From an optimization exercise on the open Yosys and OpenROAD flow, aimed at small area, a short achievable clock period and few clock cycles; shortcuts taken in it are not production practice.
In this exercise RTL edits were held to simulation tests only and were not proved equivalent to the original.
No activity file was given, so power comes from the tool's default toggle rates.

<file path="design/flow/design.v">
module fx_sin (
    input  wire [7:0] angle,
    output wire [9:0] value
);
    wire [1:0] quad = angle[7:6];
    wire [5:0] low  = angle[5:0];
    wire [6:0] idx = quad[0] ? (7'd64 - {1'b0, low}) : {1'b0, low};
    reg [8:0] rom;
    always @(*) begin
        case (idx)
            7'd0: rom = 9'd0;
            7'd1: rom = 9'd6;
            7'd2: rom = 9'd13;
            7'd3: rom = 9'd19;
            7'd4: rom = 9'd25;
            7'd5: rom = 9'd31;
            7'd6: rom = 9'd38;
            7'd7: rom = 9'd44;
            7'd8: rom = 9'd50;
            7'd9: rom = 9'd56;
            7'd10: rom = 9'd62;
            7'd11: rom = 9'd68;
            7'd12: rom = 9'd74;
            7'd13: rom = 9'd80;
            7'd14: rom = 9'd86;
            7'd15: rom = 9'd92;
            7'd16: rom = 9'd98;
            7'd17: rom = 9'd104;
            7'd18: rom = 9'd109;
            7'd19: rom = 9'd115;
            7'd20: rom = 9'd121;
            7'd21: rom = 9'd126;
            7'd22: rom = 9'd132;
            7'd23: rom = 9'd137;
            7'd24: rom = 9'd142;
            7'd25: rom = 9'd147;
            7'd26: rom = 9'd152;
            7'd27: rom = 9'd157;
            7'd28: rom = 9'd162;
            7'd29: rom = 9'd167;
            7'd30: rom = 9'd172;
            7'd31: rom = 9'd177;
            7'd32: rom = 9'd181;
            7'd33: rom = 9'd185;
            7'd34: rom = 9'd190;
            7'd35: rom = 9'd194;
            7'd36: rom = 9'd198;
            7'd37: rom = 9'd202;
            7'd38: rom = 9'd206;
            7'd39: rom = 9'd209;
            7'd40: rom = 9'd213;
            7'd41: rom = 9'd216;
            7'd42: rom = 9'd220;
            7'd43: rom = 9'd223;
            7'd44: rom = 9'd226;
            7'd45: rom = 9'd229;
            7'd46: rom = 9'd231;
            7'd47: rom = 9'd234;
            7'd48: rom = 9'd237;
            7'd49: rom = 9'd239;
            7'd50: rom = 9'd241;
            7'd51: rom = 9'd243;
            7'd52: rom = 9'd245;
            7'd53: rom = 9'd247;
            7'd54: rom = 9'd248;
            7'd55: rom = 9'd250;
            7'd56: rom = 9'd251;
            7'd57: rom = 9'd252;
            7'd58: rom = 9'd253;
            7'd59: rom = 9'd254;
            7'd60: rom = 9'd255;
            7'd61: rom = 9'd255;
            7'd62: rom = 9'd256;
            7'd63: rom = 9'd256;
            7'd64: rom = 9'd256;
            default: rom = 9'd0;
        endcase
    end
    assign value = quad[1] ? (10'd0 - {1'b0, rom}) : {1'b0, rom};
endmodule
module fx_mul (
    input  wire [15:0] a,
    input  wire [15:0] b,
    output wire [23:0] p
);
    wire signed [31:0] prod = $signed(a) * $signed(b);
    assign p = prod[23:0];
endmodule
module fx_mul_s (
    input  wire [12:0] a,
    input  wire [9:0]  b,
    output wire [23:0] p
);
    wire signed [22:0] prod = $signed(a) * $signed(b);
    assign p = {{1{prod[22]}}, prod};
endmodule
module fx_vertex (
    input  wire [12:0] g,
    input  wire        gnz,
    input  wire [23:0] w,
    input  wire [9:0]  t,
    input  wire        n,
    input  wire        sub,
    output wire [12:0] out,
    output wire [12:0] outa,
    output wire [2:0]  e
);
    wire [23:0] wa  = (n ? {{14{t[9]}}, t} : 24'd0) - w;
    wire [12:0] h   = w[20:8];
    wire [12:0] ha  = wa[20:8];
    wire [12:0] ng  = ~g + {12'd0, ~gnz};
    assign out  = sub ? g  - h  : g  + h;
    assign outa = sub ? ng - ha : ng + ha;
    assign e    = out[2:0] + outa[2:0];
endmodule
module rast_geom (
    input  wire        clk,
    input  wire        rst,           
    input  wire [47:0] cmd_word,
    input  wire        cmd_valid,
    output wire        cmd_ready,
    input  wire [12:0] rd_addr,
    output reg  [7:0]  rd_data
);
    localparam OP_TOFIX = 8'h30;
    localparam OP_TOINT = 8'h31;
    localparam OP_MUL   = 8'h32;
    localparam OP_SIN   = 8'h33;
    localparam OP_COS   = 8'h34;
    localparam OP_WREG  = 8'h40;
    localparam OP_XFORM = 8'h41;
    reg [15:0] res;
    reg [7:0]  angx, angy, angz;
    reg [15:0] zoom;
    reg [103:0] p3x, p3y, p3z;       
    reg [63:0]  p2x, p2y;            
    reg         pv;                  
    reg [9:0] sx, cx, sz, cz, ra, rb;
    reg        busy;
    reg [3:0]  step;                 
    reg [12:0] fs1, fs0;             
    reg        ns1, ns0;             
    reg [12:0] gc, gs;               
    reg        gcn, gsn;
    reg [12:0] xr, yr;               
    reg [2:0]  exr, eyr;             
    assign cmd_ready = ~busy & ~rst;
    wire accept = cmd_valid & cmd_ready;
    wire [7:0]  opcode = cmd_word[7:0];
    wire [7:0]  fa     = cmd_word[15:8];
    wire [15:0] fh     = cmd_word[23:8];
    wire [15:0] fg_h2  = cmd_word[39:24];
    wire [15:0] fg_bh  = cmd_word[31:16];
    wire [7:0]  fg     = cmd_word[23:16];
    wire [7:0] t1a = cmd_word[6] ? fg : (cmd_word[2] ? {fa[7:6] + 2'd1, fa[5:0]} : fa);
    wire [7:0] t2a = {fg[7:6] + 2'd1, fg[5:0]};
    wire [9:0] t1v, t2v;
    fx_sin u_t1 (.angle(t1a), .value(t1v));
    fx_sin u_t2 (.angle(t2a), .value(t2v));
    wire s0  = (step == 4'd0);
    wire s1  = (step == 4'd1);
    wire s2  = (step == 4'd2);
    wire s5  = (step == 4'd5);
    wire s6  = (step == 4'd6);
    wire s7  = (step == 4'd7);
    wire s11 = (step == 4'd11);
    wire w_step = (step == 4'd1) | (step == 4'd2) | (step == 4'd3) | (step == 4'd4) |
                  (step == 4'd7) | (step == 4'd8) | (step == 4'd9) | (step == 4'd10);
    wire w_x    = step[0];                         
    wire [1:0] w_b = (step == 4'd1 || step == 4'd2) ? 2'd3 :
                     (step == 4'd3 || step == 4'd4) ? 2'd2 :
                     (step == 4'd7 || step == 4'd8) ? 2'd1 : 2'd0;    
    wire w_half = w_b[1];                          
    wire w_ey   = w_b[0];                          
    wire z_step = (step == 4'd3) | (step == 4'd4) | (step == 4'd5) | (step == 4'd6) |
                  (step == 4'd8) | (step == 4'd9) | (step == 4'd10) | (step == 4'd11);
    wire z_x    = (step == 4'd3) | (step == 4'd5) | (step == 4'd8) | (step == 4'd10);
    wire [1:0] z_b = (step == 4'd3 || step == 4'd4) ? 2'd3 :
                     (step == 4'd5 || step == 4'd6) ? 2'd2 :
                     (step == 4'd8 || step == 4'd9) ? 2'd1 : 2'd0;
    wire [12:0] cx8 = {cx, 3'b000};
    wire [12:0] y2  = (w_ey ? cx8 : (13'd0 - cx8)) - (w_half ? fs1 : fs0);
    wire [12:0] nra = 13'd0 - {{3{ra[9]}}, ra};
    reg [15:0] m1a, m1b;
    always @(*) begin
        if (s0) begin
            m1a = cmd_word[6] ? {{6{rb[9]}}, rb} : fh;
            m1b = cmd_word[6] ? {{6{sx[9]}}, sx} : fg_h2;
        end else if (s1 | s2) begin
            m1a = {{6{ra[9]}}, ra};
            m1b = s1 ? {{6{cz[9]}}, cz} : {{6{sz[9]}}, sz};
        end else if (s7) begin
            m1a = {{6{rb[9]}}, rb};
            m1b = {{6{cx[9]}}, cx};
        end else begin
            m1a = z_x ? {{3{xr[12]}}, xr} : {{3{yr[12]}}, yr};
            m1b = zoom;
        end
    end
    wire [23:0] m1p;
    fx_mul u_m1 (.a(m1a), .b(m1b), .p(m1p));
    reg [12:0] m2a;
    reg [9:0]  m2b;
    always @(*) begin
        if (s0 | s11)
            m2a = nra;
        else if (s5 | s6)
            m2a = {{3{rb[9]}}, rb};
        else
            m2a = y2;
        if (s0)
            m2b = sx;
        else if (s11)
            m2b = cx;
        else if (s5 | (w_step & ~w_x))
            m2b = cz;
        else
            m2b = sz;
    end
    wire [23:0] m2p;
    fx_mul_s u_m2 (.a(m2a), .b(m2b), .p(m2p));
    wire [12:0] g_v   = (s1 | s2) ? m1p[17:5] : (w_x ? gc : gs);
    wire        g_nz  = (s1 | s2) ? (m1p[4:0] != 5'd0) : (w_x ? gcn : gsn);
    wire [12:0] w_out, w_outa;
    wire [2:0]  w_e;
    fx_vertex u_fin (
        .g(g_v), .gnz(g_nz), .w(m2p), .t(m2b), .n(w_half ? ns1 : ns0), .sub(w_x),
        .out(w_out), .outa(w_outa), .e(w_e)
    );
    wire [2:0]  z_e   = z_x ? exr : eyr;
    wire [23:0] z_ez  = $signed(z_e) * $signed(zoom);
    wire [23:0] z_pa  = z_ez - m1p;
    wire [7:0]  z_off = z_x ? 8'd32 : 8'd16;
    wire [7:0]  p2_b  = m1p[23:16] + z_off;
    wire [7:0]  p2_a  = z_pa[23:16] + z_off;
    wire [23:0] c_p   = s7 ? m1p : m2p;
    wire [12:0] c_f   = c_p[17:5];
    wire [12:0] c_nf  = ~c_f + {12'd0, (c_p[4:0] == 5'd0)};
    wire [12:0] sx8   = {sx, 3'b000};
    wire [12:0] z2_bp = c_f + sx8;        
    wire [12:0] z2_bm = c_f - sx8;        
    wire [12:0] z2_ap = c_nf - sx8;       
    wire [12:0] z2_am = c_nf + sx8;       
    integer i;
    always @(posedge clk) begin
        if (rst) begin
            res   <= 16'h0000;
            angx  <= 8'h00;
            angy  <= 8'h00;
            angz  <= 8'h00;
            zoom  <= 16'h0100;
            sx    <= 10'd0;
            cx    <= 10'd256;
            sz    <= 10'd0;
            cz    <= 10'd256;
            ra    <= 10'd256;
            rb    <= 10'd256;
            pv    <= 1'b0;
            busy  <= 1'b0;
            step  <= 4'd0;
        end else if (busy) begin
            step <= step + 4'd1;
            if (s11) begin
                busy <= 1'b0;
                step <= 4'd0;
            end
        end else if (accept) begin
            case (opcode)
                OP_TOFIX: res <= {fh[7:0], 8'h00};
                OP_TOINT: res <= {{8{fh[15]}}, fh[15:8]};
                OP_MUL:   res <= m1p[23:8];
                OP_SIN:   res <= {{6{t1v[9]}}, t1v};
                OP_COS:   res <= {{6{t1v[9]}}, t1v};
                OP_WREG: begin
                    case (fa)
                        8'd0: begin angx <= fg; sx <= t1v; cx <= t2v; end
                        8'd1: begin angy <= fg; ra <= t2v - t1v; rb <= t2v + t1v; end
                        8'd2: begin angz <= fg; sz <= t1v; cz <= t2v; end
                        8'd3: zoom <= fg_bh;
                        default: ;
                    endcase
                end
                OP_XFORM: begin
                    busy <= 1'b1;
                    step <= 4'd1;
                    pv   <= 1'b1;
                end
                default: ;    
            endcase
        end
    end
    always @(posedge clk) begin
        if (s0) begin
            fs1 <= m1p[17:5];
            ns1 <= (m1p[4:0] != 5'd0);
            fs0 <= m2p[17:5];
            ns0 <= (m2p[4:0] != 5'd0);
        end
        if (s1) begin gc <= m1p[17:5]; gcn <= (m1p[4:0] != 5'd0); end
        if (s2) begin gs <= m1p[17:5]; gsn <= (m1p[4:0] != 5'd0); end
        if (s5) begin gc <= m2p[17:5]; gcn <= (m2p[4:0] != 5'd0); end
        if (s6) begin gs <= m2p[17:5]; gsn <= (m2p[4:0] != 5'd0); end
        if (w_step & w_x)  begin xr <= w_out; exr <= w_e; end
        if (w_step & ~w_x) begin yr <= w_out; eyr <= w_e; end
        for (i = 0; i < 4; i = i + 1) begin
            if (w_step & w_x & (w_b == i)) begin
                p3x[13*(2*i+1) +: 13] <= w_out;
                p3x[13*(6-2*i) +: 13] <= w_outa;
            end
            if (w_step & ~w_x & (w_b == i)) begin
                p3y[13*(2*i+1) +: 13] <= w_out;
                p3y[13*(6-2*i) +: 13] <= w_outa;
            end
            if (z_step & z_x & (z_b == i)) begin
                p2x[8*(2*i+1) +: 8] <= p2_b;
                p2x[8*(6-2*i) +: 8] <= p2_a;
            end
            if (z_step & ~z_x & (z_b == i)) begin
                p2y[8*(2*i+1) +: 8] <= p2_b;
                p2y[8*(6-2*i) +: 8] <= p2_a;
            end
        end
        if (s7) begin
            p3z[13*7 +: 13] <= z2_bp;
            p3z[13*5 +: 13] <= z2_bm;
            p3z[13*0 +: 13] <= z2_ap;
            p3z[13*2 +: 13] <= z2_am;
        end
        if (s11) begin
            p3z[13*3 +: 13] <= z2_bp;
            p3z[13*1 +: 13] <= z2_bm;
            p3z[13*4 +: 13] <= z2_ap;
            p3z[13*6 +: 13] <= z2_am;
        end
    end
    wire       in_p3  = (rd_addr[12:6] == 7'b0100001) && (rd_addr[5:4] != 2'b11);
    wire [5:0] p3_off = rd_addr[5:0];                  
    wire [2:0] p3_vtx = p3_off / 6'd6;
    wire [2:0] p3_byte = p3_off % 6'd6;
    reg  [12:0] p3_word;
    always @(*) begin
        case (p3_byte[2:1])
            2'd0:    p3_word = p3x[13*p3_vtx +: 13];
            2'd1:    p3_word = p3y[13*p3_vtx +: 13];
            default: p3_word = p3z[13*p3_vtx +: 13];
        endcase
    end
    always @(*) begin
        rd_data = 8'h00;
        if (rd_addr == 13'h0800)
            rd_data = {7'd0, busy | rst};
        else if (rd_addr == 13'h0801)
            rd_data = angx;
        else if (rd_addr == 13'h0802)
            rd_data = angy;
        else if (rd_addr == 13'h0803)
            rd_data = angz;
        else if (rd_addr == 13'h0804)
            rd_data = zoom[7:0];
        else if (rd_addr == 13'h0805)
            rd_data = zoom[15:8];
        else if (rd_addr == 13'h0806)
            rd_data = res[7:0];
        else if (rd_addr == 13'h0807)
            rd_data = res[15:8];
        else if (rd_addr[12:4] == 9'h082)
            rd_data = pv ? (rd_addr[0] ? p2y[8*rd_addr[3:1] +: 8] : p2x[8*rd_addr[3:1] +: 8]) : 8'h00;
        else if (in_p3)
            rd_data = pv ? (p3_byte[0] ? {{3{p3_word[12]}}, p3_word[12:8]} : p3_word[7:0]) : 8'h00;
    end
endmodule
</file>
<file path="design/flow/run.sh">
#!/bin/bash
# synth_recipe.tcl (not shown) runs the flow's synth.tcl, then flattens the netlist and writes it again
# the make line also repeats each setting of config.mk as NAME=value (left out here)
make -C /OpenROAD-flow-scripts/flow DESIGN_CONFIG=/design/flow/config.mk WORK_HOME=/design/flow/orfs CLKGATE_MAP_FILE= SYNTH_SCRIPT=/design/flow/synth_recipe.tcl finish
</file>
<file path="design/flow/config.mk">
export PLATFORM = sky130hd
export DESIGN_NAME = rast_geom
export DESIGN_NICKNAME = rast_geom
export VERILOG_FILES = /design/flow/design.v
export SDC_FILE = /design/flow/constraint.sdc
export NUM_CORES = 4
export LEC_CHECK = 0
export CAP_MARGIN = 20
export CORE_MARGIN = 2
export CORE_UTILIZATION = 40
export SLEW_MARGIN = 20
</file>
<file path="design/flow/constraint.sdc">
create_clock -name core_clock -period 28.0 [get_ports {clk}]
set_input_delay 5.6000 -clock core_clock [delete_from_list [all_inputs] [get_ports {clk}]]
set_output_delay 5.6000 -clock core_clock [all_outputs]
set_load 0.01 [all_outputs]
</file>
==> results.cfg <==
[route]
vias = 40100
top_layer = met4
routed_via_density = 5.81
drt_wl_total_um = 161000
routedWlPerCell_um = 23.4
route.detailed.drc = 0
wl_met1_um = 68100
drt-initial-drc-count = 4590
first_pass_iters = 6
wl_met3_um = 14200
antenna_left = 0
wl_met2_um = 74000

[layout]
fin_area_sq_um = 55100
syn_to_final_growth_pct = 9.83
fin_cells = 6893
regArea_sq_um = 17800
drive_above_1_share_pct = 7.75
fillers = 11800
multi_input_area_sq_um = 29400
final_net_count = 5910

[clock_tree]
post_cts_buffers = 0
cts_tree = built
clk_latency_ns = 0.63
cts.reportedPaths.clkPinSlew_ns = 0.07
cts_made_buffers = 66
cts-root-buf = clkbuf_16
cts_max_path_buffers = 3
cts_hold_buffers = 0
clkSinkCount = 633
htreeDepth = 3
postCtsResizedCells = 0

[timing]
slew_headroom_pct = 25.0
worst_slew_pin_slew_ns = 1.12
fmax_mhz = 58.9
rsz0062_at_grt = no
min_period_over_period_pct = 60.7
hold_viol_final = 0
slew_viol_final = 0
clock_skew_ns = 0.0370
period_needed_ns = 16.99
setup-violations-final = 0
fin_setup_tns_ns = 0

[floorplan]
fp.dieW_um = 358
initial_utilization_pct = 40.5
core_sq_um = 124000
row_count = 129
die_y_um = 358
ios = 73
die_area_sq_um = 128000

[yosys]
synth.area.top_cells = edfxtp_1, fa_1, ha_1
synth_area_leader_cell = edfxtp_1
ys_async_sr_fraction_pct = 0
syn-instance-count = 5203
yosys_most_used_dff = edfxtp_1
synthesis.nets = 5906
yosys.cell_types.count = 113
synthesis.area_sq_um = 50200
yosysWarnings = 2
synth-seq-cells = 633
seq_area_frac_synth_pct = 35.4
avgSynthCellArea_sq_um = 9.65
synth_top_area_share_pct = 30.6
synth_edf_count = 512

[placed_design]
gp_congestion = 0.929
place_area_sq_um = 53000
portBuffers = 64
post-place-cells = 6774
dp_hpwl_um = 117000

[global_route]
grt_first_pass_wirelength_um = 245000
grt-ovfl-total = 0
grt_max_degree = 111
track_usage_pct = 25.1
antenna_found_initial = 5
grt_pass1_vias = 39300

[critical_path]
worstSetupStartpointType = input pin
worst_setup_path_end_kind = primary output
critPathArrivalTime_ns = 11.39
startpoint = rd_addr[1]
timing.rr.start = step[0]
path_class = input pin to primary output
cp.required_ns = 22.40
rr_worst_depth = 51
worst-path-max-fanout = 65

[run]
drv_cap = 0

[power]
powerDensity_nw_per_um2 = 78.0
leakage_nw = 22.0
peakVddDrop_uv = 186
finalPower_mw = 4.30

[status]
status = finished clean

[min_path]
hp-class = register to register
hold_path_depth = 2
min_from = angx[1]
-- placed cells by master, fill, tap and decap left out, types with 21 or more instances in the layout --
| cell type | count |
|---|---|
| a211oi_1 | 61 |
| a21o_1 | 43 |
| a21oi_1 | 280 |
| a31oi_1 | 37 |
| and2_1 | 67 |
| and3_1 | 24 |
| buf_4 | 124 |
| clkbuf_16 | 66 |
| clkdlybuf4s50_1 | 60 |
| dfxtp_1 | 120 |
| edfxtp_1 | 512 |
| fa_1 | 322 |
| ha_1 | 317 |
| inv_1 | 575 |
| mux2i_1 | 72 |
| mux4_2 | 45 |
| nand2_1 | 569 |
| nand2b_1 | 44 |
| nand3_1 | 71 |
| nor2_1 | 512 |
| nor2b_1 | 48 |
| nor3_1 | 73 |
| o211ai_1 | 44 |
| o21a_1 | 23 |
| o21ai_0 | 203 |
| o21ai_1 | 31 |
| o21bai_1 | 21 |
| o221ai_1 | 86 |
| o22ai_1 | 79 |
| or2_2 | 29 |
| xnor2_1 | 157 |
| xor2_1 | 68 |
-- state kept, by name (all words and copies together) (netlist names), 8 cells and up --
signal  flops
p3x       104
p3y       104
p3z        88
p2x        64
p2y        64
res        16
zoom       16
fs0        13
fs1        13
gc         13
gs         13
xr         13
yr         13
cx         10
cz         10
ra         10
sx         10
sz         10
rb          9
angx        8
angy        8
angz        8
-- cells by family after synthesis --
| kind of cell | Yosys count | synth area share, % |
|---|---|---|
| fa+ha+maj | 640 | 20.8 |
| flops | 633 | 35.4 |
| xor+xnor | 237 | 4.27 |
| mux | 138 | 3.95 |
| compound gates | 1145 | 15.2 |
| buf+inv | 843 | 6.38 |
| simple gates | 1567 | 14.0 |
-- worst max-delay path, stage by stage --
cell and delay [ns]:
buf_2 0.08, buf_4 0.65, inv_1 0.42, nand4_1 0.21, o221ai_1 0.28, a21oi_4 0.22
buf_4 0.47, buf_4 0.64, o22ai_1 0.17, o311ai_0 0.45, nand3_1 0.19, a31oi_1 0.58
o21ai_0 0.30, a31oi_1 0.35, clkdlybuf4s50_1 0.64
-- layer usage --
metal  up-vias  global-route usage [%]
met5         -                       0
met4         0                    7.82
met3       241                    3.79
met2      1690                    40.6
met1     19900                    34.7
li1      18200                       -
-- power by group --
| part | switching [mW] | total, mW | internal [mW] |
|---|---|---|---|
| clock | 0.386 | 0.867 | 0.481 |
| sequential | 0.00324 | 1.46 | 1.45 |
| combinational | 1.39 | 1.98 | 0.591 |
| total | 1.78 | 4.30 | 2.53 |
-- layout make-up --
type	count	share of cell area, %
Clock inverter	33	0.640
Timing Repair Buffer	188	2.85
Inverter	591	4.03
Antenna cell	1	0.00454
Clock buffer	83	3.13
Multi-Input combinational cell	3727	53.4
Tap cell	1637	3.71
Sequential cell	633	32.3
-- worst paths after layout --
kind / end / slack [ns]
setup / recovery: rd_data[7] / 11.01
hold / removal: angx[1] / 0.45
setup reg to reg: p3x[38] / 13.30
hold reg to reg: angx[1] / 0.45
-- Yosys cell counts, types with 45 or more instances --
cell type	n
inv_1	577
mux4_2	45
xnor2_1	161
a21oi_1	284
clkbuf_1	200
ha_1	317
xor2_1	70
edfxtp_1	512
o22ai_1	80
nand3_1	71
o221ai_1	86
dfxtp_1	121
nor2_1	523
fa_1	322
nand2_1	569
nor3_1	75
and2_1	67
nor2b_1	48
o21ai_0	207
mux2i_1	72
a211oi_1	63
-- through the flow --
| stage | util [%] | setup slack [ns] | hold WS (ns) |
|---|---|---|---|
| 2_1_floorplan | - | 12.17 | 0.422 |
| 6_report | 44.4 | 11.01 | 0.453 |
| 3_3_place_gp | 42.7 | 10.99 | 0.435 |
| 3_5_place_dp | 42.7 | 10.98 | 0.442 |
| 4_1_cts | 44.4 | 10.96 | 0.449 |
| 5_1_grt | 44.4 | 10.86 | 0.471 |
Testbench counts, summed over its fixed seeds: cycles 14,681.

separate check: timing with driven ports:
In the flow no input, the clock included, has a driving cell. The finished layout below was timed again as built, in two steps. Step 1 assumes that a clkbuf_16 drives the clock port and a buf_2 every other input. Step 2 times the ports against the registers' clock, not the clock port: input delays grow and output delays shrink by t, the midpoint of the rising clock arrivals with the driver on. Three values: no drivers, after step 1, after step 2; two values: the first two.
t (ns): 0.681
setup slack, ns: 11.012 / 10.990 / 10.990
clock arrival spread, ns: 0.037 / 0.037
cell pins on the clock port's net: 1
After both steps setup and hold are still met in this run. For this run, drivers alone change the setup slack by -0.022 ns; drivers and shift together by -0.022 ns.
